What follows belongs to an exercise in optimizing a design on an open flow for small area, a short achievable clock period and few clock cycles per item; a production flow would make more cautious choices.
Only simulation tests tie the RTL to the original design; equivalence was not proved.
No activity file was given, so power comes from the tool's default toggle rates.

## casio_core
module casio_core (
    input  wire        clk,
    input  wire        rst,             
    input  wire        cmd_valid,
    output wire        cmd_ready,
    input  wire [31:0] cmd,
    input  wire [1:0]  core_elevel,     
    input  wire        core_mie,        
    output reg         rsp_valid,
    output reg         rsp_exc,         
    output reg  [1:0]  rsp_exc_level,
    output reg  [6:0]  rsp_exc_index,
    output reg         rsp_diag,        
    output reg         rsp_step,        
    output reg         rsp_busmiss,     
    output reg  [7:0]  rsp_rdata,       
    output reg  [4:0]  rsp_ticks,       
    output reg  [7:0]  rsp_hsedge,
    output reg  [7:0]  rsp_lsedge,
    output wire [7:0]  rsp_hsout,       
    output wire [7:0]  rsp_lsout,       
    output wire [1:0]  rsp_runmode,     
    output wire [2:0]  rsp_fatal        
);
For scale: about 2700 cells after synthesis, roughly 420 flip-flops, ~22000 um2 of cells after synthesis.
clock: 42.0 ns
lec_check: 0
cap_margin: 20
core_margin: 2
core_utilization: 40
place_density: 0.6
slew_margin: 20
standard.sh (not shown) runs the stock make flow with config.mk's settings and CLKGATE_MAP_FILE= SYNTH_SCRIPT=/design/flow/synth_recipe.tcl, a recipe that flattens the netlist after the stock synthesis.
==> flow/flow/run.sh <==
#!/bin/bash
# The standard layout, with two changes: the port buffers are plain buffers
# (sky130_fd_sc_hd__buf_2) instead of the default delay-cell buffers, and CTS
# inserts no dummy loads. ORFS writes each step's full log under orfs/logs/;
# make's own output goes to standard_flow.log in this folder.
set -euo pipefail
export BUFFER_PORTS_ARGS="-buffer_cell sky130_fd_sc_hd__buf_2"
export CTS_ARGS="-sink_clustering_enable -repair_clock_nets -dont_use_dummy_load -buf_list {sky130_fd_sc_hd__clkbuf_4 sky130_fd_sc_hd__clkbuf_8}"
bash standard.sh > standard_flow.log 2>&1
The starting point finished with timing, DRC and antenna clean.
Testbench counts at the start, summed over its fixed seeds: cycles 32,648, items 32,000.
Edit:
--- a/flow/flow/run.sh
+++ b/flow/flow/run.sh
@@ -7,3 +7,3 @@
 export BUFFER_PORTS_ARGS="-buffer_cell sky130_fd_sc_hd__buf_2"
-export CTS_ARGS="-sink_clustering_enable -repair_clock_nets -dont_use_dummy_load -buf_list {sky130_fd_sc_hd__clkbuf_4 sky130_fd_sc_hd__clkbuf_8}"
+export CTS_ARGS="-sink_clustering_enable -repair_clock_nets -dont_use_dummy_load -buf_list {sky130_fd_sc_hd__clkbuf_8} -sink_clustering_size 25"
 bash standard.sh > standard_flow.log 2>&1
The new run completed without violations.
Global-route usage is unchanged.
Cell area stays the same.
Power does not change.
Combinational power is about the same.
Non-clock buffer count is unchanged.
Clock skew stays the same.
Worst setup slack stays the same.
Die area stays the same.
Via count is unchanged.
Synthesized cell count does not change.

========
job 4162:
casio_core, a different RTL version from the one above (not shown whole).
For scale: about 2300 cells after synthesis.
clock: 42.0 ns
lec_check: 0
cap_margin: 20
core_margin: 2
core_utilization: 40
place_density: 0.6
slew_margin: 20
==> flow/flow/run.sh <==
#!/bin/bash
set -euo pipefail
here=$(pwd)
export REF_SYNTH_TCL="$here/synth_recipe.tcl"
export OWN_ABC_SCRIPT="$here/flow/area.abc"
export BUFFER_PORTS_ARGS="-buffer_cell sky130_fd_sc_hd__buf_2"
export CTS_ARGS="-sink_clustering_enable -repair_clock_nets -dont_use_dummy_load -sink_clustering_size 15 -sink_clustering_max_diameter 80"
sed "s#SYNTH_SCRIPT=[^ ]*#SYNTH_SCRIPT=$here/flow/synth.tcl#" standard.sh > own_standard.sh
grep -q "SYNTH_SCRIPT=$here/flow/synth.tcl" own_standard.sh
bash own_standard.sh > standard_flow.log 2>&1
==> flow/flow/area.abc <==
strash
balance -l
resub -K 6 -l
rewrite -l
resub -K 6 -N 2 -l
refactor -l
resub -K 8 -l
balance -l
resub -K 8 -N 2 -l
rewrite -l
resub -K 10 -l
rewrite -z -l
resub -K 10 -N 2 -l
balance -l
resub -K 12 -l
refactor -z -l
resub -K 12 -N 2 -l
rewrite -z -l
balance -l
&get -n
&st
&deepsyn -T 60
&dch -f
&nf -R 1000
&put
topo
==> flow/flow/synth.tcl <==
source $::env(REF_SYNTH_TCL)

set net $::env(RESULTS_DIR)/1_2_yosys.v
file copy -force $net $::env(RESULTS_DIR)/1_2_yosys_ref.v
design -reset
foreach lib $::env(LIB_FILES) { yosys read_liberty -ignore_miss_func $lib }
foreach c [list dfxtp_1 edfxtp_1 dfrtp_1 dfstp_1 dfxbp_1 dfrtn_1 conb_1] {
  catch { yosys blackbox sky130_fd_sc_hd__$c }
}
yosys read_verilog $::env(RESULTS_DIR)/1_2_yosys_ref.v
yosys hierarchy -top $::env(DESIGN_NAME)
yosys flatten
yosys opt_clean
yosys opt -fast
set i [lsearch -exact $abc_args -script]
lset abc_args [expr { $i + 1 }] $::env(OWN_ABC_SCRIPT)
yosys abc {*}$abc_args
yosys setundef -zero
yosys splitnets
yosys opt_clean -purge
yosys hilomap -singleton -hicell {*}$::env(TIEHI_CELL_AND_PORT) -locell {*}$::env(TIELO_CELL_AND_PORT)
yosys insbuf -buf {*}$::env(MIN_BUF_CELL_AND_PORTS)
yosys tee -o $::env(REPORTS_DIR)/synth_stat_remap.txt stat {*}$lib_args
yosys write_verilog -noattr -nohex -nodec $net
Job 4162 completed end to end with timing, DRC and antenna clean.
Testbench counts of job 4162, summed over its fixed seeds: cycles 32,648, items 32,000.
Inputs modified between job 4162 and job 821:
==> flow/flow/run.sh <==
#!/bin/bash
set -euo pipefail
here=$(pwd)
export REF_SYNTH_TCL="$here/synth_recipe.tcl"
export OWN_ABC_SCRIPT="$here/flow/area.abc"
export BUFFER_PORTS_ARGS="-buffer_cell sky130_fd_sc_hd__buf_2"
export CTS_ARGS="-sink_clustering_enable -repair_clock_nets -dont_use_dummy_load -sink_clustering_size 20 -sink_clustering_max_diameter 100"
sed "s#SYNTH_SCRIPT=[^ ]*#SYNTH_SCRIPT=$here/flow/synth.tcl#" standard.sh > own_standard.sh
grep -q "SYNTH_SCRIPT=$here/flow/synth.tcl" own_standard.sh
bash own_standard.sh > standard_flow.log 2>&1
==> comparison <==
Job 821 does better than job 4162 on final wirelength. Job 4162 -> job 821: count of clock-buffer cells in the layout decreased by more than a quarter. Number of vias in the routed layout is higher on job 4162. Job 821 vs. job 4162: fraction of the core area covered by cells at the end of the flow moved down; wire length of the first global-routing pass dropped about 0.56%. The met2 track demand over resource on job 4162 is in line with that on job 821. On worst setup skew after layout, job 821 does worse than job 4162. Diff job 4162 -> job 821: design area down about 1.2%; share of the final layout cell area in multi-input gates +0.55 points; post-synthesis instance area flat. Sort job 821 and job 4162 by post-layout minimum cycle time, ascending, and job 821 comes first.
The inputs of job 7939 differ from those of job 821 as listed below.
==> flow/flow/run.sh <==
#!/bin/bash
set -euo pipefail
here=$(pwd)
export REF_SYNTH_TCL="$here/synth_recipe.tcl"
export OWN_ABC_SCRIPT="$here/flow/area.abc"
export BUFFER_PORTS_ARGS="-buffer_cell sky130_fd_sc_hd__buf_2"
export CTS_ARGS="-sink_clustering_enable -repair_clock_nets -dont_use_dummy_load -sink_buffer_max_cap_derate 0.05 -buf_list {sky130_fd_sc_hd__clkbuf_8}"
sed "s#SYNTH_SCRIPT=[^ ]*#SYNTH_SCRIPT=$here/flow/synth.tcl#" standard.sh > own_standard.sh
grep -q "SYNTH_SCRIPT=$here/flow/synth.tcl" own_standard.sh
bash own_standard.sh > standard_flow.log 2>&1
Findings:
- Job 7939 completed; timing, DRC and antenna clean
- Side by side, final cell count turned out higher in job 7939 than in job 821.
- [job 7939 vs job 821] routed wire length: higher in job 7939
- Relative to job 821, the count of clock-buffer cells in the layout of job 7939 is higher by 49.
- On cell total after placement, job 821 tracks job 7939 almost exactly.
- Max insertion delay to the later sink of the worst-skew pair across job 821 and job 7939: job 7939
- Area added between synthesis and finish is lower on job 821
- Job 7939 ends up with higher global-route usage over all layers than job 821 does.
- ~same non-clock buffer area fraction after layout in job 821 and job 7939
- Changes observed in job 7939 relative to job 821: final critical-path share of the clock period climbed 0.17 points; slack of the critical path dropped 73 ps.
Inputs modified between job 7939 and job 8673:
==> flow/flow/run.sh <==
#!/bin/bash
set -euo pipefail
here=$(pwd)
export REF_SYNTH_TCL="$here/synth_recipe.tcl"
export OWN_ABC_SCRIPT="$here/flow/area.abc"
export BUFFER_PORTS_ARGS="-buffer_cell sky130_fd_sc_hd__buf_2"
export CTS_ARGS="-sink_clustering_enable -repair_clock_nets -dont_use_dummy_load"
sed "s#SYNTH_SCRIPT=[^ ]*#SYNTH_SCRIPT=$here/flow/synth.tcl#" standard.sh > own_standard.sh
grep -q "SYNTH_SCRIPT=$here/flow/synth.tcl" own_standard.sh
bash own_standard.sh > standard_flow.log 2>&1
[summary]
- Job 8673 finished every step from synthesis to the final layout, and the layout passed the timing, design-rule and antenna checks.
- Per the comparison of job 8673 with job 7939, depth of the CTS H-tree decreased 1, shortest clock period the worst path allows after layout down 44 ps.
- Delta(worst-margin pin slew, job 8673 - job 7939) > 0
- Min layout-stage area growth over the synthesis result across job 8673 and job 7939: job 7939
- Delta (job 8673 minus job 7939): worst ir drop on vdd rose 8.8 µV, via count of the first global-routing pass fell 179, full die area about even, worst-skew pair later-pin latency fell 80 ps, total power rose 39 µW.
- Comparing cell-internal power for job 8673 and job 7939, the smaller number came from job 7939.

==> static timing again, ports no longer ideal <==
How much do the figures lean on ideal ports? The routed layouts below were timed once more, with nothing changed but the port constraints.
Step 1 sets driving cells, clkbuf_16 on the clock port and buf_2 on the other inputs (assumed; they add their load-dependent delay and slew).
Step 2, shift: input delay + t, output delay - t, t = (earliest + latest rising clock arrival at the registers) / 2. This alone moves slack from input paths to output paths.
Three values: no drivers, after step 1, after step 2; two values: the first two.
run	shift t [ns]	setup WS [ns]	worst data-port slew with drivers (ns)	pins driven straight from the clock port
the first run of note 1	0.705	32.247 / 32.185 / 32.105	0.04	1
the second run of note 1	0.705	32.247 / 32.185 / 32.105	0.04	1
job 4162	0.594	32.543 / 32.486 / 32.111	0.07	1
job 821	0.604	32.553 / 32.496 / 32.104	0.07	1
job 7939	0.673	32.481 / 32.426 / 32.060	0.07	1
job 8673	0.626	32.524 / 32.466 / 32.089	0.07	1
After both steps setup and hold are still met in every run listed. For job 821, which loses most, drivers alone change the setup slack by -0.057 ns; drivers and shift together by -0.449 ns.
